What follows belongs to an exercise in optimizing a design on an open flow for a short achievable clock period and few clock cycles; a production flow would make more cautious choices.
In this exercise RTL edits were held to simulation tests only and were not proved equivalent to the original.
Power and IR drop assume default switching activity.

--- run.sh ---
#!/bin/bash
# synth_recipe.tcl (not shown) runs the flow's synth.tcl, then flattens the netlist and writes it again
# the make line also repeats each setting of config.mk as NAME=value (left out here)
make -C /OpenROAD-flow-scripts/flow DESIGN_CONFIG=/design/flow/config.mk WORK_HOME=/design/flow/orfs CLKGATE_MAP_FILE= SYNTH_SCRIPT=/design/flow/synth_recipe.tcl finish
--- config.mk ---
export PLATFORM = sky130hd
export DESIGN_NAME = rgbvm_core
export DESIGN_NICKNAME = rgbvm_core
export VERILOG_FILES = /design/flow/design.v
export SDC_FILE = /design/flow/constraint.sdc
export NUM_CORES = 4
export LEC_CHECK = 0
export ABC_CLOCK_PERIOD_IN_PS = 3000
export CAP_MARGIN = 20
export CORE_MARGIN = 2
export CORE_UTILIZATION = 35
export SETUP_SLACK_MARGIN = 4.5
export SLEW_MARGIN = 20
export TNS_END_PERCENT = 5
--- constraint.sdc ---
create_clock -name core_clock -period 9.5 [get_ports {clk}]
set_input_delay 1.9000 -clock core_clock [delete_from_list [all_inputs] [get_ports {clk}]]
set_output_delay 1.9000 -clock core_clock [all_outputs]
set_load 0.01 [all_outputs]
--- design.v ---
module rgbvm_core (
    input  wire        clk,
    input  wire        rst,
    input  wire        start,
    input  wire [31:0] entry_ip,
    input  wire [16:0] entry_sp,
    input  wire [16:0] stack_top,
    input  wire [16:0] stack_low,
    input  wire        budget_en,
    input  wire [31:0] budget,
    output reg         busy,
    output reg         done,
    output reg  [2:0]  status,
    output wire [31:0] res_ip,
    output wire [16:0] res_sp,
    output wire [31:0] res_count,
    output reg         mem_en,
    output reg         mem_we,
    output reg  [15:0] mem_addr,
    output reg  [7:0]  mem_wdata,
    input  wire [7:0]  mem_rdata,
    output wire        call_req,
    output wire [7:0]  call_id,
    output wire [16:0] call_sp,
    input  wire        call_ack,
    input  wire        call_ok,
    output wire        out_req,
    output wire [7:0]  out_data,
    input  wire        out_ack,
    input  wire        out_ok
);
    localparam integer QN = 16;
    localparam [2:0] ST_HALTED    = 3'd0;
    localparam [2:0] ST_INVALIDOP = 3'd1;
    localparam [2:0] ST_OVERFLOW  = 3'd2;
    localparam [2:0] ST_UNDERFLOW = 3'd3;
    localparam [2:0] ST_DIVZERO   = 3'd4;
    localparam [2:0] ST_INVCALL   = 3'd5;
    localparam [2:0] ST_OOB       = 3'd6;
    localparam [2:0] ST_YIELDED   = 3'd7;
    localparam [7:0] OP_NOOP  = 8'h00, OP_PUSH  = 8'h01, OP_POP   = 8'h02,
                     OP_PC8   = 8'h03, OP_PC16  = 8'h04, OP_PC32  = 8'h05,
                     OP_DUP   = 8'h06, OP_SWAP  = 8'h07, OP_POP8  = 8'h08,
                     OP_PUSH8 = 8'h09, OP_CONS  = 8'h0A, OP_OUT   = 8'h0E,
                     OP_HALT  = 8'h0F, OP_ADD   = 8'h10, OP_SUB   = 8'h11,
                     OP_MUL   = 8'h12, OP_DIV   = 8'h13, OP_MOD   = 8'h14,
                     OP_INV   = 8'h15, OP_ABS   = 8'h16, OP_ADD8  = 8'h17,
                     OP_JRNZ  = 8'h20, OP_JRZ   = 8'h21, OP_JR    = 8'h22,
                     OP_CALL  = 8'h23, OP_EQ    = 8'h30, OP_NEQ   = 8'h31,
                     OP_LT    = 8'h32, OP_BT    = 8'h33, OP_LTE   = 8'h34,
                     OP_BTE   = 8'h35, OP_SIN   = 8'h40, OP_COS   = 8'h41;
    localparam [3:0] E_IDLE = 4'd0,
                     E_RUN  = 4'd1,    
                     E_MEM  = 4'd2,    
                     E_WB   = 4'd3,    
                     E_HOST = 4'd4,    
                     E_MUL1 = 4'd5,
                     E_MUL2 = 4'd6,
                     E_DIVA = 4'd7,
                     E_DIVB = 4'd8,
                     E_DIVI = 4'd9,
                     E_DIVF = 4'd10,
                     E_DIVC = 4'd11,
                     E_MUL3 = 4'd12;
    localparam [2:0] K_PUSH = 3'd0, K_PUSH8 = 3'd1, K_FILL = 3'd2,
                     K_POP  = 3'd3, K_SPILL = 3'd4;
    reg [3:0]  est;
    reg [31:0] ip;
    reg [31:0] ip_cur;      
    reg [16:0] sp, spp4, spm4, spp8, spm8;
    reg [14:0] dep;         
    reg [31:0] cnt;
    reg        bud_ok;      
    reg [16:0] top_r;
    reg [17:0] lowp4_r;
    reg        ben_r;
    reg [31:0] bud_r;
    reg [16:0] minsp;
    reg [12:0] minsp_c;     
    reg [14:0] rooms;       
    reg [31:0] brem;        
    reg        dz, d1, room_ok, r2n;
    reg [31:0] cv [0:7];
    reg [16:0] ca [0:7];
    reg [7:0]  cvl, cdt;
    reg [31:0] cm [0:7];
    reg [3:0]  cmk [0:7];
    reg [31:0] wbv;
    reg [2:0]  wbe;
    reg [1:0]  wbb;
    integer    j3;
    always @(*) begin
        for (j3 = 0; j3 < 32; j3 = j3 + 1)
            wbv[j3] = cdt[j3 / 4] && !(cmk[j3 / 4][j3 % 4] &&
                      (cv[j3 / 4][8 * (j3 % 4) +: 8] == cm[j3 / 4][8 * (j3 % 4) +: 8]));
        wbe = 3'd0; wbb = 2'd0;
        for (j3 = 31; j3 >= 0; j3 = j3 - 1)
            if (wbv[j3]) begin wbe = j3 / 4; wbb = j3 % 4; end
    end
    reg [7:0]  q [0:QN-1];
    reg [4:0]  qn;
    reg [16:0] fa;          
    reg        acc_f;       
    reg        arr_f;       
    reg        acc_r;       
    reg        arr_r;       
    reg [2:0]  mo_kind;
    reg        mo_we;
    reg [15:0] mo_addr;
    reg [16:0] mo_a0;
    reg [2:0]  mo_n;        
    reg [1:0]  mo_ri;       
    reg [1:0]  mo_last;
    reg [23:0] mo_wd;
    reg [23:0] mo_rb;
    reg [2:0]  mo_e;
    reg        pop_qf, pop_inv;
    reg [2:0]  wb_e;
    reg [1:0]  wb_i;
    reg [15:0] wb_addr;
    reg [31:0] wb_data;
    reg        hk_call;
    reg [7:0]  call_id_r;
    reg [7:0]  out_data_r;
    reg [31:0] ma, mb;
    reg [31:0] mq0;
    reg [27:0] mq1;
    reg [23:0] mq2;
    reg [19:0] mq3;
    reg [15:0] mq4;
    reg [11:0] mq5;
    reg [7:0]  mq6;
    reg [3:0]  mq7;
    reg [31:0] mp0;
    reg [23:0] mp1;
    reg [15:0] mp2;
    reg [7:0]  mp3;
    reg [31:0] dd1;
    reg [33:0] dd3;
    reg [4:0]  dk;
    reg        dv_mod, dv_qneg, dv_rneg;
    reg [31:0] dq, drem, ddvs;
    reg [4:0]  dcnt;
    assign res_ip    = ip;
    assign res_sp    = sp;
    assign res_count = cnt;
    assign call_req = (est == E_HOST) && hk_call;
    assign out_req  = (est == E_HOST) && !hk_call;
    assign call_id  = call_id_r;
    assign call_sp  = sp;
    assign out_data = out_data_r;
    wire [7:0] op = q[0];
    wire [7:0] b1 = q[1];
    wire [7:0] b2 = q[2];
    wire [7:0] b3 = q[3];
    wire [7:0] b4 = q[4];
    localparam integer PW = 24;
    function [PW-1:0] pdec(input [7:0] o);
        reg v, pu; reg [2:0] l; reg [1:0] n;
        begin
            v = 1'b1; l = 3'd1; n = 2'd0; pu = 1'b0;
            case (o)
                OP_NOOP, OP_HALT: ;
                OP_PUSH, OP_PUSH8: begin l = 3'd3; pu = 1'b1; end
                OP_PC8:  begin l = 3'd2; pu = 1'b1; end
                OP_PC16: begin l = 3'd3; pu = 1'b1; end
                OP_PC32: begin l = 3'd5; pu = 1'b1; end
                OP_DUP:  begin n = 2'd1; pu = 1'b1; end
                OP_POP, OP_POP8: begin l = 3'd3; n = 2'd1; end
                OP_CONS, OP_OUT, OP_INV, OP_ABS, OP_SIN, OP_COS: n = 2'd1;
                OP_ADD8, OP_JRNZ, OP_JRZ: begin l = 3'd2; n = 2'd1; end
                OP_JR, OP_CALL: l = 3'd2;
                OP_SWAP, OP_ADD, OP_SUB, OP_MUL, OP_DIV, OP_MOD,
                OP_EQ, OP_NEQ, OP_LT, OP_BT, OP_LTE, OP_BTE: n = 2'd2;
                default: v = 1'b0;
            endcase
            pdec = {(o == OP_INV) || (o == OP_ABS) || (o == OP_ADD8) || (o == OP_SIN) || (o == OP_COS),
                    (o == OP_ADD) || (o == OP_SUB) || (o == OP_EQ) || (o == OP_NEQ) ||
                    (o == OP_LT) || (o == OP_BT) || (o == OP_LTE) || (o == OP_BTE),
                    (o == OP_JR),
                    (o == OP_JRNZ) || (o == OP_JRZ),
                    (o == OP_DIV) || (o == OP_MOD),
                    (o == OP_MUL),
                    (o == OP_CALL),
                    (o == OP_HALT),
                    (o == OP_OUT),
                    (o == OP_CONS),
                    (o == OP_SWAP),
                    (o == OP_DUP),
                    (o == OP_PC8) || (o == OP_PC16) || (o == OP_PC32),
                    (o == OP_POP8),
                    (o == OP_POP),
                    (o == OP_PUSH8),
                    (o == OP_PUSH),
                    pu, n, l, v};
        end
    endfunction
    reg [PW-1:0] pq [0:QN-1];
    wire [PW-1:0] h = pq[0];
    wire       d_valid = h[0];
    wire [2:0] d_len   = h[3:1];
    wire [1:0] d_need  = h[5:4];
    wire       d_push  = h[6];
    wire c_pushm = h[7];
    wire c_push8 = h[8];
    wire c_popm  = h[9];
    wire c_pop8  = h[10];
    wire c_pc    = h[11];
    wire c_dup   = h[12];
    wire c_swap  = h[13];
    wire c_cons  = h[14];
    wire c_out   = h[15];
    wire c_halt  = h[16];
    wire c_call  = h[17];
    wire c_mul   = h[18];
    wire c_div   = h[19];
    wire c_jcc   = h[20];
    wire c_jr    = h[21];
    wire c_bin   = h[22];
    wire c_un    = h[23];
    wire [2:0]  e0 = dep[2:0];             
    wire [2:0]  e1 = dep[2:0] - 3'd1;      
    wire [2:0]  ep = dep[2:0] + 3'd1;      
    reg  [31:0] tos, nos;
    wire        tos_hit_c = cvl[e0] && (ca[e0] == sp);
    wire        nos_hit_c = cvl[e1] && (ca[e1] == spp4);
    wire        ps_ok_c   = !(cvl[ep] && cdt[ep] && (ca[ep] != spm4));
    reg         tos_hit, nos_hit, ps_ok;
    wire [2:0]  em2 = dep[2:0] - 3'd2;
    wire [2:0]  ep2 = dep[2:0] + 3'd2;
    wire [4:0]  hm;         
    assign hm[0] = cvl[em2] && (ca[em2] == spp8);
    assign hm[1] = cvl[e1]  && (ca[e1]  == spp4);
    assign hm[2] = cvl[e0]  && (ca[e0]  == sp);
    assign hm[3] = cvl[ep]  && (ca[ep]  == spm4);
    assign hm[4] = cvl[ep2] && (ca[ep2] == spm8);
    wire [4:0]  hd = {cdt[ep2], cdt[ep], cdt[e0], cdt[e1], cdt[em2]};
    wire [2:0]  eo [0:4];
    assign eo[0] = em2;
    assign eo[1] = e1;
    assign eo[2] = e0;
    assign eo[3] = ep;
    assign eo[4] = ep2;
    wire        any_dirty = |cdt;
    reg [2:0] dprio;       
    always @(*) begin
        casez (cdt)
            8'b???????1: dprio = 3'd0;
            8'b??????10: dprio = 3'd1;
            8'b?????100: dprio = 3'd2;
            8'b????1000: dprio = 3'd3;
            8'b???10000: dprio = 3'd4;
            8'b??100000: dprio = 3'd5;
            8'b?1000000: dprio = 3'd6;
            default:     dprio = 3'd7;
        endcase
    end
    wire        ip_bad   = |ip[31:16];
    wire        fstop    = fa[16] && !acc_f && !arr_f;
    wire        opnd_oob = fstop && (qn < {2'b00, d_len});
    wire        ovf      = ((d_need == 2'd1) && dz) || ((d_need == 2'd2) && (dz || d1));
    wire        unf      = d_push && !room_ok;
    wire [15:0] ea       = {b2, b1};
    wire        ea_oob   = (ea > 16'hFFFC);
    wire [17:0] ea_end   = {2'b00, ea} + 18'd4;      
    wire        ea_ovl   = ({1'b0, ea[15:4]} >= minsp_c) && ({1'b0, ea[15:4]} <= top_r[16:4]);
    wire        ea_qovl  = ({2'b00, ea} <= {1'b0, fa}) && (ea_end > {2'b00, ip[15:0]});
    wire        r2_near  = r2n;
    wire        zblk_fa  = any_dirty && (fa >= minsp) && (fa < top_r);
    wire [7:0]  sin_idx = (op == OP_COS) ? (tos[7:0] + 8'd64) : tos[7:0];
    wire [7:0]  sin_val;
    rgbvm_sin_rom u_sin (
        .idx(sin_idx),
        .val(sin_val)
    );
    wire [31:0] sx8 = {{24{b1[7]}}, b1};
    wire        eqv = (nos == tos);
    wire [32:0] dif = {nos[31], nos} - {tos[31], tos};
    wire        ltv = dif[32];
    reg [31:0] alu;
    always @(*) begin
        case (op)
            OP_ADD:  alu = nos + tos;
            OP_SUB:  alu = dif[31:0];
            OP_EQ:   alu = {31'd0, eqv};
            OP_NEQ:  alu = {31'd0, !eqv};
            OP_LT:   alu = {31'd0, ltv};
            OP_BT:   alu = {31'd0, !ltv && !eqv};
            OP_LTE:  alu = {31'd0, ltv || eqv};
            OP_BTE:  alu = {31'd0, !ltv};
            OP_INV:  alu = 32'd0 - tos;
            OP_ABS:  alu = tos[31] ? (32'd0 - tos) : tos;
            OP_ADD8: alu = tos + sx8;
            OP_SIN, OP_COS: alu = {24'd0, sin_val};
            default: alu = 32'd0;
        endcase
    end
    reg [31:0] pval;       
    always @(*) begin
        case (op)
            OP_PC8:  pval = sx8;
            OP_PC16: pval = {{16{b2[7]}}, b2, b1};
            OP_PC32: pval = {b4, b3, b2, b1};
            default: pval = tos;
        endcase
    end
    wire [31:0] ip_nx  = ip + {29'd0, d_len};
    wire [31:0] ip_tgt = ip_nx + sx8;
    wire        tos_z  = (tos == 32'd0);
    wire        jtake  = c_jr || (op == OP_JRNZ && !tos_z) || (op == OP_JRZ && tos_z);
    wire        need_clean = c_out || c_call || c_halt ||
                             ((c_pushm || c_push8 || c_popm || c_pop8) && ea_ovl);
    wire        x_go = bud_ok && !ip_bad && d_valid && (qn != 5'd0) && (qn >= {2'b00, d_len}) && !ovf && !unf &&
                       (d_need == 2'd0 || tos_hit) && (d_need != 2'd2 || nos_hit) &&
                       !(c_div && tos_z) && !((c_pushm || c_popm) && ea_oob) &&
                       (!d_push || ps_ok) && !(any_dirty && need_clean);
    function [5:0] clz32(input [31:0] x);
        integer j;
        begin
            clz32 = 6'd32;
            for (j = 0; j < 32; j = j + 1)
                if (x[j]) clz32 = 6'd31 - j[5:0];
        end
    endfunction
    wire [5:0]  clz_a = clz32(dq);
    wire [5:0]  clz_b = clz32(ddvs);
    wire [6:0]  dsdiff = {1'b0, clz_b} - {1'b0, clz_a};       
    wire [5:0]  dsh    = dsdiff[5:0] + {5'd0, !dsdiff[0]};     
    wire [34:0] ds1 = {3'b000, drem} - {3'b000, dd1};
    wire [34:0] ds2 = {3'b000, drem} - {2'b00, dd1, 1'b0};
    wire [34:0] ds3 = {3'b000, drem} - {1'b0, dd3};
    reg        t_eacc, t_ewe;         
    reg [15:0] t_eaddr;
    reg [7:0]  t_ewd;
    reg        t_hold;                
    reg [2:0]  t_cons;                
    reg        t_qfl;                 
    reg [16:0] t_qfa;                 
    reg        t_fin;
    reg [2:0]  t_fst;
    reg        t_wa;                  
    reg [2:0]  t_wae;
    reg [16:0] t_waa;
    reg [31:0] t_wav;
    reg        t_wad;
    reg        t_wb2;                 
    reg        t_cd;                  
    reg        t_cdall;               
    reg [2:0]  t_cde;
    reg        t_inv;                 
    reg [1:0]  t_spop;                
    reg        t_wbst;                
    reg        t_fault;
    reg [2:0]  t_fcode;
    reg        t_start;
    reg [4:0]  t_nm, t_nd;
    reg [31:0] t_nv [0:3];
    reg        t_wr;
    reg [16:0] t_spn;
    reg [14:0] t_depn;
    reg [17:0] t_lp4;
    reg        t_fgo;
    reg        t_room;
    reg [4:0]  t_base;
    reg [31:0] t_rv;
    reg [7:0]  t_rem;
    integer i;
    wire dep_is0 = (dep == 15'd0);
    wire dep_is1 = (dep == 15'd1);
    wire dep_is2 = (dep == 15'd2);
    wire rk_m = (rooms >= 15'd2);
    reg  [16:0] t_mins;
    reg         t_minu;
    reg  [16:0] t_mm;
    wire [4:0] qn_ml = qn - {2'b00, d_len};
    reg  [7:0]    qsh  [0:QN-1];
    reg  [PW-1:0] pqsh [0:QN-1];
    reg  [QN-1:0] qapp, qapp_ml;
    integer j2;
    always @(*) begin
        for (j2 = 0; j2 < QN; j2 = j2 + 1) begin
            qapp[j2]    = (qn == j2[4:0]);
            qapp_ml[j2] = (qn_ml == j2[4:0]);
            case (d_len)
                3'd1: begin qsh[j2] = (j2 + 1 < QN) ? q[(j2 + 1) % QN] : 8'd0; pqsh[j2] = (j2 + 1 < QN) ? pq[(j2 + 1) % QN] : {PW{1'b0}}; end
                3'd2: begin qsh[j2] = (j2 + 2 < QN) ? q[(j2 + 2) % QN] : 8'd0; pqsh[j2] = (j2 + 2 < QN) ? pq[(j2 + 2) % QN] : {PW{1'b0}}; end
                3'd3: begin qsh[j2] = (j2 + 3 < QN) ? q[(j2 + 3) % QN] : 8'd0; pqsh[j2] = (j2 + 3 < QN) ? pq[(j2 + 3) % QN] : {PW{1'b0}}; end
                3'd4: begin qsh[j2] = (j2 + 4 < QN) ? q[(j2 + 4) % QN] : 8'd0; pqsh[j2] = (j2 + 4 < QN) ? pq[(j2 + 4) % QN] : {PW{1'b0}}; end
                default: begin qsh[j2] = (j2 + 5 < QN) ? q[(j2 + 5) % QN] : 8'd0; pqsh[j2] = (j2 + 5 < QN) ? pq[(j2 + 5) % QN] : {PW{1'b0}}; end
            endcase
        end
    end
    always @(posedge clk) begin
        t_eacc = 1'b0; t_ewe = 1'b0; t_eaddr = 16'd0; t_ewd = 8'd0;
        t_hold = 1'b0; t_cons = 3'd0; t_qfl = 1'b0; t_qfa = 17'd0;
        t_fin = 1'b0; t_fst = 3'd0;
        t_wa = 1'b0; t_wae = 3'd0; t_waa = 17'd0; t_wav = 32'd0; t_wad = 1'b0;
        t_wb2 = 1'b0; t_cd = 1'b0; t_cdall = 1'b0; t_cde = 3'd0; t_inv = 1'b0; t_spop = 2'd0;
        t_wbst = 1'b0; t_fault = 1'b0; t_fcode = 3'd0;
        t_rv = {mem_rdata, mo_rb};
        t_rem = 8'd0;
        t_start = 1'b0;
        t_minu = 1'b0; t_mins = 17'd0; t_mm = 17'd0;
        if (rst) begin
            est    <= E_IDLE;
            busy   <= 1'b0;
            done   <= 1'b0;
            mem_en <= 1'b0;
            mem_we <= 1'b0;
            acc_f  <= 1'b0;
            arr_f  <= 1'b0;
            acc_r  <= 1'b0;
            arr_r  <= 1'b0;
            qn     <= 5'd0;
            cvl    <= 8'd0;
            cdt    <= 8'd0;
        end else begin
            done <= 1'b0;
            case (est)
                E_IDLE: begin
                    t_hold = 1'b1;
                    if (start) begin
                        t_start = 1'b1;
                        ip      <= entry_ip;
                        sp      <= entry_sp;
                        spp4    <= entry_sp + 17'd4;
                        spm4    <= entry_sp - 17'd4;
                        spp8    <= entry_sp + 17'd8;
                        spm8    <= entry_sp - 17'd8;
                        dep     <= stack_top[16:2] - entry_sp[16:2];
                        cnt     <= 32'd0;
                        bud_ok  <= !(budget_en && budget == 32'd0);
                        brem    <= budget;
                        top_r   <= stack_top;
                        lowp4_r <= {1'b0, stack_low} + 18'd4;
                        ben_r   <= budget_en;
                        bud_r   <= budget;
                        t_minu  = 1'b1; t_mins = entry_sp;
                        t_inv   = 1'b1;
                        busy    <= 1'b1;
                        est     <= E_RUN;
                        t_hold  = 1'b0;
                        t_qfl   = 1'b1;
                        t_qfa   = (entry_ip[31:16] != 16'd0) ? 17'h10000 : {1'b0, entry_ip[15:0]};
                    end
                end
                E_RUN: begin
                    if (x_go) begin
                        t_cons = d_len;
                        ip_cur <= ip;
                        ip     <= ip_nx;
                        cnt    <= cnt + 32'd1;
                        bud_ok <= !(ben_r && (brem == 32'd1));
                        brem   <= brem - 32'd1;
                        if (c_pc || c_dup) begin
                            t_wa = 1'b1; t_wae = ep; t_waa = spm4; t_wav = pval; t_wad = 1'b1;
                            t_spop = 2'd2;
                        end
                        if (c_swap) begin
                            t_wa = 1'b1; t_wae = e0; t_waa = sp; t_wav = nos; t_wad = 1'b1;
                            t_wb2 = 1'b1;
                        end
                        if (c_cons) t_spop = 2'd1;
                        if (c_bin) begin
                            t_wa = 1'b1; t_wae = e1; t_waa = spp4; t_wav = alu; t_wad = 1'b1;
                            t_spop = 2'd1;
                        end
                        if (c_un) begin
                            t_wa = 1'b1; t_wae = e0; t_waa = sp; t_wav = alu; t_wad = 1'b1;
                        end
                        if (c_jcc) t_spop = 2'd1;
                        if (c_jcc || c_jr) t_hold = 1'b1;
                        if (jtake) begin
                            ip    <= ip_tgt;
                            t_qfl = 1'b1;
                            t_qfa = (ip_tgt[31:16] != 16'd0) ? 17'h10000 : {1'b0, ip_tgt[15:0]};
                        end
                        if ((c_pc || c_dup || c_swap || c_bin || c_un) && r2_near) begin
                            t_qfl  = 1'b1;
                            t_qfa  = {1'b0, ip_nx[15:0]};
                            t_hold = 1'b1;
                        end
                        if (c_halt) begin
                            t_fin = 1'b1; t_fst = ST_HALTED;
                        end
                        if (c_call || c_out) begin
                            hk_call    <= c_call;
                            call_id_r  <= b1;
                            out_data_r <= tos[7:0];
                            t_hold     = 1'b1;
                            est        <= E_HOST;
                        end
                        if (c_mul) begin
                            ma  <= nos;
                            mb  <= tos;
                            est <= E_MUL1;
                        end
                        if (c_div) begin
                            ma     <= nos;
                            mb     <= tos;
                            dv_mod <= (op == OP_MOD);
                            est    <= E_DIVA;
                        end
                        if (c_pushm || c_push8) begin
                            t_eacc  = 1'b1;
                            t_eaddr = ea;
                            mo_kind <= c_pushm ? K_PUSH : K_PUSH8;
                            mo_we   <= 1'b0;
                            mo_addr <= ea + 16'd1;
                            mo_n    <= c_pushm ? 3'd3 : 3'd0;
                            mo_ri   <= 2'd0;
                            mo_last <= c_pushm ? 2'd3 : 2'd0;
                            est     <= E_MEM;
                        end
                        if (c_popm || c_pop8) begin
                            t_eacc  = 1'b1;
                            t_ewe   = 1'b1;
                            t_eaddr = ea;
                            t_ewd   = tos[7:0];
                            mo_kind <= K_POP;
                            mo_we   <= 1'b1;
                            mo_addr <= ea + 16'd1;
                            mo_wd   <= tos[31:8];
                            mo_n    <= c_popm ? 3'd3 : 3'd0;
                            pop_qf  <= ea_qovl;
                            pop_inv <= ea_ovl;
                            t_spop  = 2'd1;
                            est     <= E_MEM;
                        end
                    end else if (!bud_ok) begin
                        t_fault = 1'b1; t_fcode = ST_YIELDED;
                    end else if (ip_bad) begin
                        t_fault = 1'b1; t_fcode = ST_OOB;
                    end else if (qn == 5'd0) begin
                        if (zblk_fa) t_wbst = 1'b1;
                    end else if (!d_valid) begin
                        t_fault = 1'b1; t_fcode = ST_INVALIDOP;
                    end else if (opnd_oob) begin
                        t_fault = 1'b1; t_fcode = ST_OOB;
                    end else if (qn < {2'b00, d_len}) begin
                        if (zblk_fa) t_wbst = 1'b1;
                    end else if (ovf) begin
                        t_fault = 1'b1; t_fcode = ST_OVERFLOW;
                    end else if (unf) begin
                        t_fault = 1'b1; t_fcode = ST_UNDERFLOW;
                    end else if (d_need != 2'd0 && !tos_hit) begin
                        t_eacc = 1'b1;
                        mo_e   <= e0;
                        mo_ri  <= 2'd0;
                        mo_last <= 2'd3;
                        est    <= E_MEM;
                        if (cdt[e0]) begin
                            t_ewe   = 1'b1;
                            t_eaddr = ca[e0][15:0];
                            t_ewd   = cv[e0][7:0];
                            mo_kind <= K_SPILL;
                            mo_we   <= 1'b1;
                            mo_addr <= ca[e0][15:0] + 16'd1;
                            mo_wd   <= cv[e0][31:8];
                            mo_n    <= 3'd3;
                        end else begin
                            t_eaddr = sp[15:0];
                            mo_kind <= K_FILL;
                            mo_we   <= 1'b0;
                            mo_a0   <= sp;
                            mo_addr <= sp[15:0] + 16'd1;
                            mo_n    <= 3'd3;
                        end
                    end else if (d_need == 2'd2 && !nos_hit) begin
                        t_eacc = 1'b1;
                        mo_e   <= e1;
                        mo_ri  <= 2'd0;
                        mo_last <= 2'd3;
                        est    <= E_MEM;
                        if (cdt[e1]) begin
                            t_ewe   = 1'b1;
                            t_eaddr = ca[e1][15:0];
                            t_ewd   = cv[e1][7:0];
                            mo_kind <= K_SPILL;
                            mo_we   <= 1'b1;
                            mo_addr <= ca[e1][15:0] + 16'd1;
                            mo_wd   <= cv[e1][31:8];
                            mo_n    <= 3'd3;
                        end else begin
                            t_eaddr = spp4[15:0];
                            mo_kind <= K_FILL;
                            mo_we   <= 1'b0;
                            mo_a0   <= spp4;
                            mo_addr <= spp4[15:0] + 16'd1;
                            mo_n    <= 3'd3;
                        end
                    end else if (c_div && tos_z) begin
                        t_fault = 1'b1; t_fcode = ST_DIVZERO;
                    end else if ((c_pushm || c_popm) && ea_oob) begin
                        t_fault = 1'b1; t_fcode = ST_OOB;
                    end else if (d_push && !ps_ok) begin
                        t_eacc  = 1'b1;
                        t_ewe   = 1'b1;
                        t_eaddr = ca[ep][15:0];
                        t_ewd   = cv[ep][7:0];
                        mo_e    <= ep;
                        mo_kind <= K_SPILL;
                        mo_we   <= 1'b1;
                        mo_addr <= ca[ep][15:0] + 16'd1;
                        mo_wd   <= cv[ep][31:8];
                        mo_n    <= 3'd3;
                        est     <= E_MEM;
                    end else if (any_dirty && need_clean) begin
                        t_wbst = 1'b1;
                    end
                    if (t_fault) begin
                        if (any_dirty) t_wbst = 1'b1;
                        else begin t_fin = 1'b1; t_fst = t_fcode; end
                    end
                    if (t_wbst) est <= E_WB;
                end
                E_MEM: begin
                    if (mo_n != 3'd0) begin
                        t_eacc  = 1'b1;
                        t_ewe   = mo_we;
                        t_eaddr = mo_addr;
                        t_ewd   = mo_wd[7:0];
                        mo_addr <= mo_addr + 16'd1;
                        mo_n    <= mo_n - 3'd1;
                        mo_wd   <= {8'd0, mo_wd[23:8]};
                    end
                    if (arr_r) begin
                        mo_ri <= mo_ri + 2'd1;
                        case (mo_ri)
                            2'd0: mo_rb[7:0]   <= mem_rdata;
                            2'd1: mo_rb[15:8]  <= mem_rdata;
                            default: mo_rb[23:16] <= mem_rdata;
                        endcase
                    end
                    if (mo_we) begin
                        if (mo_n <= 3'd1) begin
                            est <= E_RUN;
                            if (mo_kind == K_SPILL) begin
                                t_cd = 1'b1; t_cde = mo_e;
                                cm[mo_e]  <= cv[mo_e];
                                cmk[mo_e] <= 4'hF;
                            end else begin
                                if (pop_inv) begin
                                    t_inv = 1'b1;
                                    t_minu = 1'b1; t_mins = sp;
                                end
                                if (pop_qf) begin
                                    t_qfl = 1'b1;
                                    t_qfa = ip[31:16] != 16'd0 ? 17'h10000 : {1'b0, ip[15:0]};
                                end
                            end
                        end
                    end else if (arr_r && mo_ri == mo_last) begin
                        est <= E_RUN;
                        if (mo_kind == K_FILL) begin
                            t_wa = 1'b1; t_wae = mo_e; t_waa = mo_a0; t_wav = t_rv; t_wad = 1'b0;
                        end else begin
                            t_wa  = 1'b1; t_wae = ep; t_waa = spm4; t_wad = 1'b1;
                            t_wav = (mo_kind == K_PUSH) ? t_rv : {24'd0, mem_rdata};
                            t_spop = 2'd2;
                            if (r2_near) begin
                                t_qfl  = 1'b1;
                                t_qfa  = {1'b0, ip[15:0]};
                                t_hold = 1'b1;
                            end
                        end
                    end
                end
                E_WB: begin
                    if (wbv != 32'd0) begin
                        t_eacc  = 1'b1;
                        t_ewe   = 1'b1;
                        t_eaddr = ca[wbe][15:0] + {14'd0, wbb};
                        t_ewd   = cv[wbe][8 * wbb +: 8];
                        cm[wbe][8 * wbb +: 8] <= cv[wbe][8 * wbb +: 8];
                        cmk[wbe][wbb] <= 1'b1;
                    end else begin
                        t_cdall = 1'b1;
                        est <= E_RUN;
                    end
                end
                E_HOST: begin
                    t_hold = 1'b1;
                    if (hk_call && call_ack) begin
                        if (call_ok) begin
                            t_inv  = 1'b1;
                            t_minu = 1'b1; t_mins = sp;
                            t_qfl  = 1'b1;
                            t_qfa  = ip[31:16] != 16'd0 ? 17'h10000 : {1'b0, ip[15:0]};
                            t_hold = 1'b0;
                            est    <= E_RUN;
                        end else begin
                            ip  <= ip_cur;
                            cnt <= cnt - 32'd1;
                            t_fin = 1'b1; t_fst = ST_INVCALL;
                        end
                    end else if (!hk_call && out_ack) begin
                        if (out_ok) begin
                            t_spop = 2'd1;
                            t_hold = 1'b0;
                            est    <= E_RUN;
                        end else begin
                            ip  <= ip_cur;
                            cnt <= cnt - 32'd1;
                            t_fin = 1'b1; t_fst = ST_INVCALL;
                        end
                    end
                end
                E_MUL1: begin
                    mq0 <= ma * mb[3:0];
                    mq1 <= ma[27:0] * mb[7:4];
                    mq2 <= ma[23:0] * mb[11:8];
                    mq3 <= ma[19:0] * mb[15:12];
                    mq4 <= ma[15:0] * mb[19:16];
                    mq5 <= ma[11:0] * mb[23:20];
                    mq6 <= ma[7:0] * mb[27:24];
                    mq7 <= ma[3:0] * mb[31:28];
                    est <= E_MUL3;
                end
                E_MUL3: begin
                    mp0 <= mq0 + {mq1, 4'd0};
                    mp1 <= mq2 + {mq3[19:0], 4'd0};
                    mp2 <= mq4 + {mq5[11:0], 4'd0};
                    mp3 <= mq6 + {mq7[3:0], 4'd0};
                    est <= E_MUL2;
                end
                E_MUL2: begin
                    t_wa = 1'b1; t_wae = e1; t_waa = spp4; t_wad = 1'b1;
                    t_wav = mp0 + {mp1[23:0], 8'd0} + {mp2[15:0], 16'd0} + {mp3[7:0], 24'd0};
                    t_spop = 2'd1;
                    est <= E_RUN;
                    if (r2_near) begin
                        t_qfl  = 1'b1;
                        t_qfa  = {1'b0, ip[15:0]};
                    end
                end
                E_DIVA: begin
                    dq      <= ma[31] ? (32'd0 - ma) : ma;
                    ddvs    <= mb[31] ? (32'd0 - mb) : mb;
                    dv_qneg <= ma[31] ^ mb[31];
                    dv_rneg <= ma[31];
                    est     <= E_DIVB;
                end
                E_DIVB: begin
                    drem <= dq;
                    dq   <= 32'd0;
                    if (dsdiff[6]) begin
                        est <= E_DIVF;
                    end else begin
                        dk   <= dsh[4:0] - 5'd1;
                        dd3  <= {2'b00, ddvs} + {1'b0, ddvs, 1'b0};
                        dcnt <= dsh[5:1];
                        est  <= E_DIVC;
                    end
                end
                E_DIVC: begin
                    dd1 <= ddvs << dk;
                    dd3 <= dd3 << dk;
                    est <= E_DIVI;
                end
                E_DIVI: begin
                    if (!ds3[34]) begin
                        drem <= ds3[31:0]; dq <= {dq[29:0], 2'd3};
                    end else if (!ds2[34]) begin
                        drem <= ds2[31:0]; dq <= {dq[29:0], 2'd2};
                    end else if (!ds1[34]) begin
                        drem <= ds1[31:0]; dq <= {dq[29:0], 2'd1};
                    end else begin
                        dq <= {dq[29:0], 2'd0};
                    end
                    dd1  <= {2'b00, dd1[31:2]};
                    dd3  <= {2'b00, dd3[33:2]};
                    dcnt <= dcnt - 5'd1;
                    if (dcnt == 5'd0) est <= E_DIVF;
                end
                E_DIVF: begin
                    t_wa = 1'b1; t_wae = e1; t_waa = spp4; t_wad = 1'b1;
                    if (dv_mod) t_wav = dv_rneg ? (32'd0 - drem) : drem;
                    else        t_wav = dv_qneg ? (32'd0 - dq) : dq;
                    t_spop = 2'd1;
                    est <= E_RUN;
                    if (r2_near) begin
                        t_qfl  = 1'b1;
                        t_qfa  = {1'b0, ip[15:0]};
                    end
                end
                default: begin
                    est <= E_IDLE;
                    t_hold = 1'b1;
                end
            endcase
            if (t_fin) begin
                status <= t_fst;
                busy   <= 1'b0;
                done   <= 1'b1;
                est    <= E_IDLE;
                t_hold = 1'b1;
            end
            if (t_wa) begin
                cv[t_wae] <= t_wav;
                ca[t_wae] <= t_waa;
            end
            if (t_wb2) begin
                cv[e1] <= tos;
                ca[e1] <= spp4;
            end
            for (i = 0; i < 8; i = i + 1) begin
                if (t_wa && t_wae == i[2:0]) begin
                    if (!t_wad) begin
                        cm[i]  <= t_wav;
                        cmk[i] <= 4'hF;
                    end else if (!(cvl[i] && ca[i] == t_waa))
                        cmk[i] <= 4'h0;
                end
                if (t_wb2 && e1 == i[2:0] && !(cvl[i] && ca[i] == spp4))
                    cmk[i] <= 4'h0;
            end
            if (t_inv) begin
                cvl <= 8'd0;
                cdt <= 8'd0;
            end else begin
                for (i = 0; i < 8; i = i + 1) begin
                    if ((t_wa && t_wae == i[2:0]) || (t_wb2 && e1 == i[2:0])) begin
                        cvl[i] <= 1'b1;
                        cdt[i] <= t_wb2 ? 1'b1 : t_wad;
                    end else if (t_cdall || (t_cd && t_cde == i[2:0])) begin
                        cdt[i] <= 1'b0;
                    end
                end
            end
            for (i = 0; i < 5; i = i + 1) begin
                t_wr = (t_wa && t_wae == eo[i]) || (t_wb2 && e1 == eo[i]);
                t_nm[i] = !t_inv && (t_wr || hm[i]);
                t_nd[i] = !t_inv && !t_wr && hd[i] && !hm[i] && !(t_cd && t_cde == eo[i]) && !t_cdall;
            end
            for (i = 0; i < 4; i = i + 1) begin
                if (t_wb2 && e1 == eo[i])
                    t_nv[i] = tos;
                else if (t_wa && t_wae == eo[i])
                    t_nv[i] = t_wav;
                else
                    t_nv[i] = cv[eo[i]];
            end
            if (t_spop == 2'd1) begin
                tos <= t_nv[1]; nos <= t_nv[0];
            end else if (t_spop == 2'd2) begin
                tos <= t_nv[3]; nos <= t_nv[2];
            end else begin
                tos <= t_nv[2]; nos <= t_nv[1];
            end
            if (t_start) begin
                tos_hit <= 1'b0; nos_hit <= 1'b0; ps_ok <= 1'b1;
            end else if (t_spop == 2'd1) begin
                tos_hit <= t_nm[1]; nos_hit <= t_nm[0]; ps_ok <= !t_nd[2];
            end else if (t_spop == 2'd2) begin
                tos_hit <= t_nm[3]; nos_hit <= t_nm[2]; ps_ok <= !t_nd[4];
            end else begin
                tos_hit <= t_nm[2]; nos_hit <= t_nm[1]; ps_ok <= !t_nd[3];
            end
            t_spn  = sp;
            t_depn = dep;
            t_lp4  = lowp4_r;
            if (t_start) begin
                t_spn  = entry_sp;
                t_depn = stack_top[16:2] - entry_sp[16:2];
                t_lp4  = {1'b0, stack_low} + 18'd4;
            end else if (t_spop == 2'd1) begin
                t_spn  = spp4;
                t_depn = dep - 15'd1;
                sp   <= spp4;
                spp4 <= spp8;
                spp8 <= spp8 + 17'd4;
                spm4 <= sp;
                spm8 <= spm4;
                dep  <= dep - 15'd1;
            end else if (t_spop == 2'd2) begin
                t_spn  = spm4;
                t_depn = dep + 15'd1;
                sp   <= spm4;
                spp4 <= sp;
                spp8 <= spp4;
                spm4 <= spm8;
                spm8 <= spm8 - 17'd4;
                dep  <= dep + 15'd1;
                if (spm4 < minsp) begin t_minu = 1'b1; t_mins = spm4; end
            end
            if (t_start) begin
                dz      <= (t_depn == 15'd0);
                d1      <= (t_depn == 15'd1);
                room_ok <= ({1'b0, t_spn} >= t_lp4);
                rooms   <= entry_sp[16:2] - stack_low[16:2] - {14'd0, entry_sp[1:0] < stack_low[1:0]};
            end else if (t_spop == 2'd1) begin
                dz      <= dep_is1;
                d1      <= dep_is2;
                room_ok <= 1'b1;
                rooms   <= rooms + 15'd1;
            end else if (t_spop == 2'd2) begin
                dz      <= 1'b0;
                d1      <= dep_is0;
                room_ok <= rk_m;
                rooms   <= rooms - 15'd1;
            end else begin
                dz      <= dep_is0;
                d1      <= dep_is1;
            end
            if (t_minu) begin
                minsp   <= t_mins;
                t_mm     = t_mins - 17'd16;
                minsp_c <= (t_mins < 17'd16) ? 13'd0 : t_mm[16:4];
            end
            r2n     <= ({1'b0, sp} <= {1'b0, fa} + 18'd36) &&
                       ({1'b0, sp} + 18'd40 > {2'b00, ip[15:0]});
            if (t_qfl) t_hold = 1'b1;
            if (t_qfl) begin
                qn <= 5'd0;
            end else begin
                qn <= (t_cons != 3'd0 ? qn_ml : qn) + {4'd0, arr_f};
                for (i = 0; i < QN; i = i + 1) begin
                    if (arr_f && (t_cons != 3'd0 ? qapp_ml[i] : qapp[i])) begin
                        q[i]  <= mem_rdata;
                        pq[i] <= pdec(mem_rdata);
                    end else if (t_cons != 3'd0) begin
                        q[i]  <= qsh[i];
                        pq[i] <= pqsh[i];
                    end
                end
            end
            t_room = ({1'b0, qn} + {5'd0, arr_f} + {5'd0, acc_f} <= QN - 1);
            t_fgo  = !t_eacc && !t_hold && !fa[16] && t_room && !zblk_fa;
            if (t_eacc) begin
                mem_en    <= 1'b1;
                mem_we    <= t_ewe;
                mem_addr  <= t_eaddr;
                mem_wdata <= t_ewd;
            end else if (t_fgo) begin
                mem_en    <= 1'b1;
                mem_we    <= 1'b0;
                mem_addr  <= fa[15:0];
            end else begin
                mem_en    <= 1'b0;
                mem_we    <= 1'b0;
            end
            fa    <= t_qfl ? t_qfa : (t_fgo ? fa + 17'd1 : fa);
            acc_f <= t_fgo;
            arr_f <= acc_f && !t_qfl;
            acc_r <= t_eacc && !t_ewe;
            arr_r <= acc_r;
        end
    end
endmodule
module rgbvm_sin_rom (
    input  wire [7:0] idx,
    output reg  [7:0] val
);
    always @(*) begin
        case (idx)
            8'd0: val = 8'd128;
            8'd1: val = 8'd131;
            8'd2: val = 8'd134;
            8'd3: val = 8'd137;
            8'd4: val = 8'd140;
            8'd5: val = 8'd143;
            8'd6: val = 8'd146;
            8'd7: val = 8'd149;
            8'd8: val = 8'd152;
            8'd9: val = 8'd155;
            8'd10: val = 8'd158;
            8'd11: val = 8'd162;
            8'd12: val = 8'd165;
            8'd13: val = 8'd167;
            8'd14: val = 8'd170;
            8'd15: val = 8'd173;
            8'd16: val = 8'd176;
            8'd17: val = 8'd179;
            8'd18: val = 8'd182;
            8'd19: val = 8'd185;
            8'd20: val = 8'd188;
            8'd21: val = 8'd190;
            8'd22: val = 8'd193;
            8'd23: val = 8'd196;
            8'd24: val = 8'd198;
            8'd25: val = 8'd201;
            8'd26: val = 8'd203;
            8'd27: val = 8'd206;
            8'd28: val = 8'd208;
            8'd29: val = 8'd211;
            8'd30: val = 8'd213;
            8'd31: val = 8'd215;
            8'd32: val = 8'd218;
            8'd33: val = 8'd220;
            8'd34: val = 8'd222;
            8'd35: val = 8'd224;
            8'd36: val = 8'd226;
            8'd37: val = 8'd228;
            8'd38: val = 8'd230;
            8'd39: val = 8'd232;
            8'd40: val = 8'd234;
            8'd41: val = 8'd235;
            8'd42: val = 8'd237;
            8'd43: val = 8'd238;
            8'd44: val = 8'd240;
            8'd45: val = 8'd241;
            8'd46: val = 8'd243;
            8'd47: val = 8'd244;
            8'd48: val = 8'd245;
            8'd49: val = 8'd246;
            8'd50: val = 8'd248;
            8'd51: val = 8'd249;
            8'd52: val = 8'd250;
            8'd53: val = 8'd250;
            8'd54: val = 8'd251;
            8'd55: val = 8'd252;
            8'd56: val = 8'd253;
            8'd57: val = 8'd253;
            8'd58: val = 8'd254;
            8'd59: val = 8'd254;
            8'd60: val = 8'd254;
            8'd61: val = 8'd255;
            8'd62: val = 8'd255;
            8'd63: val = 8'd255;
            8'd64: val = 8'd255;
            8'd65: val = 8'd255;
            8'd66: val = 8'd255;
            8'd67: val = 8'd255;
            8'd68: val = 8'd254;
            8'd69: val = 8'd254;
            8'd70: val = 8'd254;
            8'd71: val = 8'd253;
            8'd72: val = 8'd253;
            8'd73: val = 8'd252;
            8'd74: val = 8'd251;
            8'd75: val = 8'd250;
            8'd76: val = 8'd250;
            8'd77: val = 8'd249;
            8'd78: val = 8'd248;
            8'd79: val = 8'd246;
            8'd80: val = 8'd245;
            8'd81: val = 8'd244;
            8'd82: val = 8'd243;
            8'd83: val = 8'd241;
            8'd84: val = 8'd240;
            8'd85: val = 8'd238;
            8'd86: val = 8'd237;
            8'd87: val = 8'd235;
            8'd88: val = 8'd234;
            8'd89: val = 8'd232;
            8'd90: val = 8'd230;
            8'd91: val = 8'd228;
            8'd92: val = 8'd226;
            8'd93: val = 8'd224;
            8'd94: val = 8'd222;
            8'd95: val = 8'd220;
            8'd96: val = 8'd218;
            8'd97: val = 8'd215;
            8'd98: val = 8'd213;
            8'd99: val = 8'd211;
            8'd100: val = 8'd208;
            8'd101: val = 8'd206;
            8'd102: val = 8'd203;
            8'd103: val = 8'd201;
            8'd104: val = 8'd198;
            8'd105: val = 8'd196;
            8'd106: val = 8'd193;
            8'd107: val = 8'd190;
            8'd108: val = 8'd188;
            8'd109: val = 8'd185;
            8'd110: val = 8'd182;
            8'd111: val = 8'd179;
            8'd112: val = 8'd176;
            8'd113: val = 8'd173;
            8'd114: val = 8'd170;
            8'd115: val = 8'd167;
            8'd116: val = 8'd165;
            8'd117: val = 8'd162;
            8'd118: val = 8'd158;
            8'd119: val = 8'd155;
            8'd120: val = 8'd152;
            8'd121: val = 8'd149;
            8'd122: val = 8'd146;
            8'd123: val = 8'd143;
            8'd124: val = 8'd140;
            8'd125: val = 8'd137;
            8'd126: val = 8'd134;
            8'd127: val = 8'd131;
            8'd128: val = 8'd128;
            8'd129: val = 8'd124;
            8'd130: val = 8'd121;
            8'd131: val = 8'd118;
            8'd132: val = 8'd115;
            8'd133: val = 8'd112;
            8'd134: val = 8'd109;
            8'd135: val = 8'd106;
            8'd136: val = 8'd103;
            8'd137: val = 8'd100;
            8'd138: val = 8'd97;
            8'd139: val = 8'd93;
            8'd140: val = 8'd90;
            8'd141: val = 8'd88;
            8'd142: val = 8'd85;
            8'd143: val = 8'd82;
            8'd144: val = 8'd79;
            8'd145: val = 8'd76;
            8'd146: val = 8'd73;
            8'd147: val = 8'd70;
            8'd148: val = 8'd67;
            8'd149: val = 8'd65;
            8'd150: val = 8'd62;
            8'd151: val = 8'd59;
            8'd152: val = 8'd57;
            8'd153: val = 8'd54;
            8'd154: val = 8'd52;
            8'd155: val = 8'd49;
            8'd156: val = 8'd47;
            8'd157: val = 8'd44;
            8'd158: val = 8'd42;
            8'd159: val = 8'd40;
            8'd160: val = 8'd37;
            8'd161: val = 8'd35;
            8'd162: val = 8'd33;
            8'd163: val = 8'd31;
            8'd164: val = 8'd29;
            8'd165: val = 8'd27;
            8'd166: val = 8'd25;
            8'd167: val = 8'd23;
            8'd168: val = 8'd21;
            8'd169: val = 8'd20;
            8'd170: val = 8'd18;
            8'd171: val = 8'd17;
            8'd172: val = 8'd15;
            8'd173: val = 8'd14;
            8'd174: val = 8'd12;
            8'd175: val = 8'd11;
            8'd176: val = 8'd10;
            8'd177: val = 8'd9;
            8'd178: val = 8'd7;
            8'd179: val = 8'd6;
            8'd180: val = 8'd5;
            8'd181: val = 8'd5;
            8'd182: val = 8'd4;
            8'd183: val = 8'd3;
            8'd184: val = 8'd2;
            8'd185: val = 8'd2;
            8'd186: val = 8'd1;
            8'd187: val = 8'd1;
            8'd188: val = 8'd1;
            8'd189: val = 8'd0;
            8'd190: val = 8'd0;
            8'd191: val = 8'd0;
            8'd192: val = 8'd0;
            8'd193: val = 8'd0;
            8'd194: val = 8'd0;
            8'd195: val = 8'd0;
            8'd196: val = 8'd1;
            8'd197: val = 8'd1;
            8'd198: val = 8'd1;
            8'd199: val = 8'd2;
            8'd200: val = 8'd2;
            8'd201: val = 8'd3;
            8'd202: val = 8'd4;
            8'd203: val = 8'd5;
            8'd204: val = 8'd5;
            8'd205: val = 8'd6;
            8'd206: val = 8'd7;
            8'd207: val = 8'd9;
            8'd208: val = 8'd10;
            8'd209: val = 8'd11;
            8'd210: val = 8'd12;
            8'd211: val = 8'd14;
            8'd212: val = 8'd15;
            8'd213: val = 8'd17;
            8'd214: val = 8'd18;
            8'd215: val = 8'd20;
            8'd216: val = 8'd21;
            8'd217: val = 8'd23;
            8'd218: val = 8'd25;
            8'd219: val = 8'd27;
            8'd220: val = 8'd29;
            8'd221: val = 8'd31;
            8'd222: val = 8'd33;
            8'd223: val = 8'd35;
            8'd224: val = 8'd37;
            8'd225: val = 8'd40;
            8'd226: val = 8'd42;
            8'd227: val = 8'd44;
            8'd228: val = 8'd47;
            8'd229: val = 8'd49;
            8'd230: val = 8'd52;
            8'd231: val = 8'd54;
            8'd232: val = 8'd57;
            8'd233: val = 8'd59;
            8'd234: val = 8'd62;
            8'd235: val = 8'd65;
            8'd236: val = 8'd67;
            8'd237: val = 8'd70;
            8'd238: val = 8'd73;
            8'd239: val = 8'd76;
            8'd240: val = 8'd79;
            8'd241: val = 8'd82;
            8'd242: val = 8'd85;
            8'd243: val = 8'd88;
            8'd244: val = 8'd90;
            8'd245: val = 8'd93;
            8'd246: val = 8'd97;
            8'd247: val = 8'd100;
            8'd248: val = 8'd103;
            8'd249: val = 8'd106;
            8'd250: val = 8'd109;
            8'd251: val = 8'd112;
            8'd252: val = 8'd115;
            8'd253: val = 8'd118;
            8'd254: val = 8'd121;
            8'd255: val = 8'd124;
            default: val = 8'd0;
        endcase
    end
endmodule
==> results by group, run 1 <==
Outcome
  • Outcome: complete, no violations

Cells and area
  • Area grow syn2layout: 15.98%
  • Commonest non-fill, non-tap cell in the layout: nand2_1
  • Fillers: 52010
  • Final Cell Area: 217100 µm²
  • Layout cell share with drive strength beyond 1: 0.1438
  • Post-layout util: 0.4074
  • Layout Nets: 21560
  • Commonest non-fill, non-tap cells in the layout: nand2_1 (2206), edfxtp_1 (2187), nor2_1 (1696)

Routing
  • Routed Antenna Nets: 0
  • Iteration-0 DRC Markers: 29810
  • Overall routed net length: 970800 µm
  • Pre-antenna DRT Iters: 12
  • Avg Vias per Cell: 6.562
  • Vias: 181500
  • DRC violations left: 0
  • Wire per inst: 35.09 µm

Yosys
  • Synth Flop Type: edfxtp_1
  • Number of synthesized flops with an enable pin: 2187
  • Syn Area/Cell: 9.229 µm²
  • Async SR Flop Fraction: 0
  • Post-synthesis cell count: 20280
  • Sequential cell area fraction in the yosys report: 0.3555
  • Count of synthesis-stage warnings from yosys: 7
  • Mapped Area: 187200 µm²
  • Flops & latches, synth: 2230
  • Net Count, Synth: 21480
  • Post-synthesis cell type count: 121

Global routing
  • Vias in the first global route: 168300
  • First-pass GRT wire length: 1330000 µm
  • Largest net degree at the start of global routing: 145
  • Initial antenna violation count: 99
  • Global Route Usage Sum: 0.3423
  • Total global routing overflow: 0

STA
  • Tmin final: 5.865 ns
  • Final period util: 0.6174
  • Min Hold Slack: 0.4190 ns
  • Slew at the pin closest to its max-slew limit: 1.350 ns
  • Setup TNS Final: 0 ns
  • Final setup fails: 0
  • Slew Limit Fails: 0
  • Fin. Hold Viols: 0
  • Relative slew margins: 0.1003
  • Fmax: 0.1705 GHz
  • Worst Skew: 0.08768 ns
  • Worst Setup Slack, final: 3.635 ns
  • RSZ-0062 raised after global routing: true

Worst setup path
  • Reg2Reg Setup Slack: 3.63 ns
  • Crit Path Category: reg2reg
  • Arrival @ worst endpoint: 6.46 ns
  • Setup crit start kind: flip-flop
  • Worst R2R Start: q[0][2]
  • Critical R2R Capture: nos[15]
  • Crit path required time: 10.10 ns
  • Type of destination of the critical path: flip-flop
  • R2R cell count: 17
  • Crit Path Max Fanout: 15

Power
  • P_sw: 14.11 mW
  • Sw Share: 0.3852
  • Power density over cell area: 168.8 nW/µm²
  • IR drop worst, VDD: 0.0001635 V
  • Clk pwr share: 0.323
  • Share of power burned in registers: 0.334
  • Int Power: 22.53 mW
  • Leak Pwr: 81.21 nW
  • Gate power share: 0.343

Floorplanning
  • Die width: 735.3 µm
  • Number of top-level pins: 278
  • Die area: 540600 µm²
  • Die H: 735.3 µm
  • Initial core utilization: 0.3513
  • Core Region: 532800 µm²
  • Cell row count: 268

Clock network
  • CTS tree: done
  • Htree depth: 5
  • Number of buffers inserted during clock tree synthesis: 292
  • Clk Latency, worst-skew pair: 1.04 ns
  • Clock Sinks: 2230
  • CTS max path bufs: 4
  • CTS root buffer: clkbuf_16
  • CTS clk-pin slew, worst paths: 0.06 ns

Worst hold path
  • Hold Crit Depth: 0
  • HP Class: reg2reg
  • Hold Path Origin: mq6[0]
  • Hold endpoint: mp3[0]

Placement
  • Port bufs: 277
  • DP Area: 198600 µm²
  • GPL Wtd Cong: 1.044
  • Post-DP HPWL: 669200 µm
  • Worst slack at placement: 2.174 ns

Job
  • Max-Cap Viols: 0
## cells in the mapped netlist, drive strengths merged, types with 154 or more instances
cell type | instances | area, µm²
ha | 789 | 9872
fa | 275 | 5505
and3 | 154 | 968.4
nor3 | 303 | 1521
edfxtp | 2187 | 65670
nand3 | 380 | 1912
o31ai | 166 | 1261
o211ai | 260 | 1957
a221oi | 187 | 1675
buf | 432 | 2001
and2 | 269 | 1683
nand2 | 2244 | 8423
o21ai | 1585 | 7936
xnor2 | 945 | 8277
o22ai | 386 | 2421
nor2 | 1758 | 6604
a211oi | 165 | 1249
clkbuf | 1160 | 4358
inv | 744 | 2793
nand4 | 200 | 1251
xor2 | 426 | 3739
mux2i | 820 | 8208
nor4 | 154 | 1006
a21o | 189 | 1419
a21oi | 1342 | 6769
mux4 | 388 | 8738
a22oi | 195 | 1464
mux2 | 289 | 3254
nand2b | 232 | 1459
## critical path: stages, from the launching register on
cell and delay, ns:
edfxtp_1 0.73, and3_4 0.33, nand3_4 0.09, buf_12 0.19, nor2_1 0.11, a21o_1 0.18, ha_4 0.22, a211o_1 0.29
a211oi_2 0.31, o21ai_2 0.13, a21o_4 0.25, a31o_2 0.26, a21oi_2 0.15, xnor2_1 0.16, a221oi_2 0.12, o221ai_4 0.55
o21ai_0 0.24, a221oi_1 1.11
## power groups by stage
| stage | Combinational, mW | Clock [mW] | Sequential, mW |
|---|---|---|---|
| 3_5_place_dp | 11.3 | 0 | 12.4 |
| 4_1_cts | 11.8 | 11.8 | 12.2 |
| 2_1_floorplan | 6.86 | 0 | 11.9 |
| 5_1_grt | 12.8 | 12.2 | 12.2 |
| 6_report | 12.6 | 11.8 | 12.2 |
| 3_3_place_gp | 11.3 | 0 | 12.4 |
## layer usage
layer  up-vias  wire, µm  global-route usage
met5         -       469           0.0004409
met4        58     95390              0.2667
met3      3743    123500              0.1038
met2     14050    407000              0.5055
met1     88250    344400              0.4159
li1      75440         -                   -
## worst max path at each step
| stage | to | from | cells after the start | slack (ns) |
|---|---|---|---|---|
| 2_1_floorplan | mq0[0] | rst | 5 | 3.12 |
| 3_3_place_gp | mem_addr[15] | cv[2][5] | 16 | 2.19 |
| 3_5_place_dp | mem_addr[15] | cv[2][5] | 16 | 2.17 |
| 4_1_cts | mq0[31] | mb[1] | 21 | 3.61 |
| 5_1_grt | fa[8] | pq[0][2] | 24 | 3.55 |
| 6_report | nos[15] | q[0][2] | 17 | 3.63 |
## flip-flops by register name, summed over array words and instances, names as in the netlist, 34 cells and up, named ones only
name	flops
dd3	34
q	128
cm	256
ca	136
cv	256
pq	384
## metrics by stage
| stage | power (mW) | cells |
|---|---|---|
| after CTS | 35.75 | 27420 |
| after detailed placement | 23.68 | 26610 |
| final | 36.64 | 27670 |
| after global placement | 23.72 | 26600 |
| after global routing | 37.24 | 27610 |
| after floorplan | 18.75 | 20280 |
## repair_timing
item,CTS,global route
pin swaps,145,90
hold buffers,0,0
setup endpoints to repair,2938,2293
resized for setup,484,371
cloned,39,13
setup buffers,264,160
## layout make-up
type                       instances  area [µm²]  area share
inverter                         758        2937     0.01353
timing repair inverter             2       17.52  0.00008070
timing repair buffer            1361       13120     0.06043
clock inverter                   168        2095    0.009649
sequential                      2230       66560      0.3066
antenna                           66       165.2   0.0007608
clock buffer                     345        7632     0.03516
multi-input combinational      15720      115800      0.5333
tap                             7020        8783     0.04046
## cell families (layout without fill, tap and decap cells)
family	count (synthesis)	in the layout	synth area share
simple gates	6138	6147	0.1491
compound gates	5629	5636	0.1919
buf+inv	2350	2634	0.04918
flops	2230	2230	0.3555
mux	1497	1497	0.1079
xor+xnor	1371	1371	0.06420
fa+ha+maj	1065	1065	0.08221
other cells	0	66	0
Testbench counts, summed over its fixed seeds: cycles 709,457.
==> run 2, diff against run 1 <==
--- a/design.v
+++ b/design.v
@@ -63,3 +63,4 @@
                      E_DIVC = 4'd11,
-                     E_MUL3 = 4'd12;
+                     E_MUL3 = 4'd12,
+                     E_MUL0 = 4'd13;
     localparam [2:0] K_PUSH = 3'd0, K_PUSH8 = 3'd1, K_FILL = 3'd2,
@@ -125,2 +126,3 @@
     reg [31:0] ma, mb;
+    reg [31:0] mr [0:15];
     reg [31:0] mq0;
@@ -258,3 +260,4 @@
     wire        ip_bad   = |ip[31:16];
-    wire        fstop    = fa[16] && !acc_f && !arr_f;
+    wire [16:0] fa_eff   = refa ? {ip[31:16] != 16'd0, ip[15:0]} : fa;
+    wire        fstop    = fa_eff[16] && !acc_f && !arr_f;
     wire        opnd_oob = fstop && (qn < {2'b00, d_len});
@@ -268,9 +271,12 @@
     wire        r2_near  = r2n;
-    wire        zblk_fa  = any_dirty && (fa >= minsp) && (fa < top_r);
-    wire [7:0]  sin_idx = (op == OP_COS) ? (tos[7:0] + 8'd64) : tos[7:0];
-    wire [7:0]  sin_val;
+    wire        zblk_fa  = any_dirty && (fa_eff >= minsp) && (fa_eff < top_r);
+    wire [7:0]  sin_val, cos_val;
     rgbvm_sin_rom u_sin (
-        .idx(sin_idx),
+        .idx(tos[7:0]),
         .val(sin_val)
     );
+    rgbvm_sin_rom u_cos (
+        .idx({tos[7:6] + 2'd1, tos[5:0]}),
+        .val(cos_val)
+    );
     wire [31:0] sx8 = {{24{b1[7]}}, b1};
@@ -293,3 +299,4 @@
             OP_ADD8: alu = tos + sx8;
-            OP_SIN, OP_COS: alu = {24'd0, sin_val};
+            OP_SIN:  alu = {24'd0, sin_val};
+            OP_COS:  alu = {24'd0, cos_val};
             default: alu = 32'd0;
@@ -337,3 +344,3 @@
     reg        t_qfl;                 
-    reg [16:0] t_qfa;                 
+    reg        refa;                  
     reg        t_fin;
@@ -394,3 +401,3 @@
         t_eacc = 1'b0; t_ewe = 1'b0; t_eaddr = 16'd0; t_ewd = 8'd0;
-        t_hold = 1'b0; t_cons = 3'd0; t_qfl = 1'b0; t_qfa = 17'd0;
+        t_hold = 1'b0; t_cons = 3'd0; t_qfl = 1'b0;
         t_fin = 1'b0; t_fst = 3'd0;
@@ -443,3 +450,2 @@
                         t_qfl   = 1'b1;
-                        t_qfa   = (entry_ip[31:16] != 16'd0) ? 17'h10000 : {1'b0, entry_ip[15:0]};
                     end
@@ -475,3 +481,2 @@
                             t_qfl = 1'b1;
-                            t_qfa = (ip_tgt[31:16] != 16'd0) ? 17'h10000 : {1'b0, ip_tgt[15:0]};
                         end
@@ -479,3 +484,2 @@
                             t_qfl  = 1'b1;
-                            t_qfa  = {1'b0, ip_nx[15:0]};
                             t_hold = 1'b1;
@@ -648,3 +652,2 @@
                                     t_qfl = 1'b1;
-                                    t_qfa = ip[31:16] != 16'd0 ? 17'h10000 : {1'b0, ip[15:0]};
                                 end
@@ -662,3 +665,2 @@
                                 t_qfl  = 1'b1;
-                                t_qfa  = {1'b0, ip[15:0]};
                                 t_hold = 1'b1;
@@ -688,3 +690,2 @@
                             t_qfl  = 1'b1;
-                            t_qfa  = ip[31:16] != 16'd0 ? 17'h10000 : {1'b0, ip[15:0]};
                             t_hold = 1'b0;
@@ -709,10 +710,16 @@
                 E_MUL1: begin
-                    mq0 <= ma * mb[3:0];
-                    mq1 <= ma[27:0] * mb[7:4];
-                    mq2 <= ma[23:0] * mb[11:8];
-                    mq3 <= ma[19:0] * mb[15:12];
-                    mq4 <= ma[15:0] * mb[19:16];
-                    mq5 <= ma[11:0] * mb[23:20];
-                    mq6 <= ma[7:0] * mb[27:24];
-                    mq7 <= ma[3:0] * mb[31:28];
+                    for (i = 0; i < 16; i = i + 1)
+                        mr[i] <= (mb[2 * i] ? (ma << (2 * i)) : 32'd0) +
+                                 (mb[2 * i + 1] ? (ma << (2 * i + 1)) : 32'd0);
+                    est <= E_MUL0;
+                end
+                E_MUL0: begin
+                    mq0 <= mr[0] + mr[1];
+                    mq1 <= mr[2][31:4] + mr[3][31:4];
+                    mq2 <= mr[4][31:8] + mr[5][31:8];
+                    mq3 <= mr[6][31:12] + mr[7][31:12];
+                    mq4 <= mr[8][31:16] + mr[9][31:16];
+                    mq5 <= mr[10][31:20] + mr[11][31:20];
+                    mq6 <= mr[12][31:24] + mr[13][31:24];
+                    mq7 <= mr[14][31:28] + mr[15][31:28];
                     est <= E_MUL3;
@@ -733,3 +740,2 @@
                         t_qfl  = 1'b1;
-                        t_qfa  = {1'b0, ip[15:0]};
                     end
@@ -783,3 +789,2 @@
                         t_qfl  = 1'b1;
-                        t_qfa  = {1'b0, ip[15:0]};
                     end
@@ -887,5 +892,5 @@
             if (t_start) begin
-                dz      <= (t_depn == 15'd0);
-                d1      <= (t_depn == 15'd1);
-                room_ok <= ({1'b0, t_spn} >= t_lp4);
+                dz      <= 1'b1;
+                d1      <= 1'b0;
+                room_ok <= 1'b0;
                 rooms   <= entry_sp[16:2] - stack_low[16:2] - {14'd0, entry_sp[1:0] < stack_low[1:0]};
@@ -904,2 +909,3 @@
                 d1      <= dep_is1;
+                room_ok <= (rooms != 15'd0);
             end
@@ -928,3 +934,3 @@
             t_room = ({1'b0, qn} + {5'd0, arr_f} + {5'd0, acc_f} <= QN - 1);
-            t_fgo  = !t_eacc && !t_hold && !fa[16] && t_room && !zblk_fa;
+            t_fgo  = !t_eacc && !t_hold && !fa_eff[16] && t_room && !zblk_fa;
             if (t_eacc) begin
@@ -937,3 +943,3 @@
                 mem_we    <= 1'b0;
-                mem_addr  <= fa[15:0];
+                mem_addr  <= fa_eff[15:0];
             end else begin
@@ -942,3 +948,4 @@
             end
-            fa    <= t_qfl ? t_qfa : (t_fgo ? fa + 17'd1 : fa);
+            fa    <= t_fgo ? fa_eff + 17'd1 : fa_eff;
+            refa  <= t_qfl;
             acc_f <= t_fgo;
==> run 2 against run 1 <==
Still clean. Cell area rose by 6.5%. Register-to-register slack improved by 0.05 ns. Worst setup slack improved by 0.048 ns. Clock-buffer cell count rose by 23.
==> results by group, run 2 <==
Global routing
  • Total global routing overflow: 0 (unchanged)
  • Initial antenna violation count: 98 (-1.0%)

Cells and area
  • Layout Nets: 22230 (+3.1%)
  • Area of the multi-input gates: 118700 µm² (+2.6%)
  • Layout cell share with drive strength beyond 1: 0.1518 (+0.008004)

Yosys
  • Post-synth top cells: edfxtp_1 (2443), nor2_1 (1795), nand2_1 (1768)
  • Synth Area in Compound Gates: 0.1982 (+0.006309)
  • Number of synthesized flops with an enable pin: 2443 (+12%)
  • Sequential cell area fraction in the yosys report: 0.3800 (+0.02452)
  • Synth area leaders: edfxtp_1 (37%), ha_1 (6.4%), xnor2_1 (4.7%), mux4_2 (4.7%), a21oi_1 (4.5%)
  • Area leader, netlist: edfxtp_1
  • Xor and xnor area share after synthesis: 0.07088 (+0.006680)
  • Syn Area/Cell: 9.475 µm² (+2.7%)
  • Post-synthesis cell type count: 115 (-5.0%)

Worst setup path
  • Setup crit start kind: flip-flop
  • CP dominant cell by count: buf_4
  • Arrival @ worst endpoint: 6.62 ns (+0.16 ns)
  • Top delay family on crit path: simple AND/OR/NAND/NOR gates
  • Crit path required time: 10.31 ns (+0.21 ns)
  • Crit Path Category: reg2reg
  • Type of destination of the critical path: flip-flop

STA
  • Worst Skew: 0.09288 ns (+0.005193 ns)
  • Tmin final: 5.817 ns (-0.04766 ns)
  • Final setup fails: 0 (unchanged)
  • Fmax: 0.1719 GHz (+0.82%)
  • Final period util: 0.6124 (-0.005017)
  • Min Hold Slack: 0.4123 ns (-0.006714 ns)
  • Slew at the pin closest to its max-slew limit: 1.352 ns (+0.001946 ns)
  • Setup TNS Final: 0 ns (unchanged)
  • Worst Setup Slack, final: 3.683 ns (+0.04766 ns)

Clock network
  • CTS root buffer: clkbuf_16
  • Htree depth: 5 (unchanged)
  • Clock Sinks: 2494 (+12%)

Floorplanning
  • Die area: 565300 µm² (+4.6%)
  • Core Region: 557100 µm² (+4.6%)
  • Number of top-level pins: 278 (unchanged)
  • Cell row count: 274 (+2.2%)

Power
  • Leak Pwr: 87.32 nW (+7.5%)
  • Power Total: 37.40 mW (+2.1%)
  • P_sw: 13.43 mW (-4.9%)
  • Gate power share: 0.311 (-0.032)
  • Int Power: 23.98 mW (+6.4%)
  • Clk pwr share: 0.335 (+0.012)

Routing
  • Avg Vias per Cell: 6.419 (-2.2%)

Placement
  • Post-DP HPWL: 631500 µm (-5.6%)
  • GPL Wtd Cong: 1.070 (+2.5%)
  • Port bufs: 277 (unchanged)

Worst hold path
  • Hold endpoint: mq3[0]

Outcome
  • Outcome: complete, no violations
run 2: cell count changes after synthesis, sizes merged, moves of 208 or more:
| cell | previous run | this run |
|---|---|---|
| a211oi | 165 | 446 |
| edfxtp | 2187 | 2443 |
| a22oi | 195 | 882 |
| fa | 275 | 66 |
| o21ai | 1585 | 1129 |
| ha | 789 | 997 |
| and2 | 269 | 580 |
| o22ai | 386 | 73 |
| nand2 | 2244 | 1771 |
| a21oi | 1342 | 1763 |
run 2: routing by layer:
layer  wire length, µm  GRT usage  up-vias
li1                  -          -    78090
met1            343300     0.3959    89900
met4             73020     0.1920       58
met3            128000     0.1013     3079
met5               356          0        -
met2            368000     0.4351    13680
run 2: kinds of logic (layout without fill, tap and decap cells):
family	after synthesis	after routing
AOI/OAI and AO/OA	6000	6004
muxes	1339	1339
adders and majority gates	1063	1063
other	0	56
DFF	2494	2494
and+or+nand+nor	5927	5936
buffers and inverters	2251	2860
xor gates and xnor gates	1584	1584
run 2: cell type report:
class | instances | area share
tap | 7452 | 0.04033
inverter | 720 | 0.01202
timing repair buffer | 1581 | 0.06718
antenna | 56 | 0.0006061
clock buffer | 368 | 0.03495
clock inverter | 191 | 0.009546
multi-input combinational | 15930 | 0.5136
sequential | 2494 | 0.3218
run 2: how the worst max path moves through the flow:
| stage | startpoint | end | slack (ns) | depth (start not counted) |
|---|---|---|---|---|
| 6_report | cdt[0] | cv[4][24] | 3.68 | 12 |
| 3_5_place_dp | ip[27] | sin_val[3] | 1.66 | 20 |
| 4_1_cts | ip[0] | ip[30] | 3.87 | 21 |
| 2_1_floorplan | rst | mr[0][0] | 2.48 | 6 |
| 5_1_grt | mp1[3] | tos[27] | 3.67 | 20 |
| 3_3_place_gp | ip[27] | sin_val[3] | 1.59 | 20 |
run 2: what timing repair did:
action                                 4_1_cts  5_1_grt
pin swaps                                  163      277
resized for setup                          577      731
endpoints found under the hold margin        0        0
gates cloned                                29       25
setup buffers                              304      350
setup endpoints to repair                 3161     2784
run 2: per-stage QoR:
stage	cell area, µm²	instances
final	231200	28790
after global routing	231100	28740
after CTS	224200	28350
after detailed placement	208100	27460
after global placement	207800	27450
after floorplan	195800	20660
run 2: power groups by stage:
stage	clock, mW	sequential [mW]	combinational, mW
2_1_floorplan	0	13.1	6.17
3_3_place_gp	0	13.5	9.84
3_5_place_dp	0	13.5	9.82
4_1_cts	12.5	13.2	10.6
5_1_grt	12.9	13.3	12.0
6_report	12.5	13.3	11.6
Testbench counts of run 2, summed over its fixed seeds: cycles 713,588.

-- re-timing with driven ports --
Ports are ideal in the flow. The routed layouts listed here were re-timed in OpenROAD.
Step 1 sets driving cells, clkbuf_16 on the clock port and buf_2 on the other inputs (assumed; they add their load-dependent delay and slew).
Step 2, shift: input delay + t, output delay - t, t = (earliest + latest rising clock arrival at the registers) / 2. This alone moves slack from input paths to output paths.
Slacks: no drivers / after step 1 / after step 2; pairs: no drivers / after step 1.
run	t (ns)	setup WS [ns]	latest minus earliest clock arrival (ns)	worst data-port slew with drivers (ns)	pins driven straight from the clock port
run 1	1.118	3.635 / 3.635 / 2.830	0.092 / 0.092	0.28	1
run 2	1.147	3.683 / 3.683 / 2.960	0.093 / 0.093	0.26	1
After both steps every run listed still meets setup and hold. For run 1, which loses most, drivers alone change the setup slack by 0.000 ns; drivers and shift together by -0.805 ns.
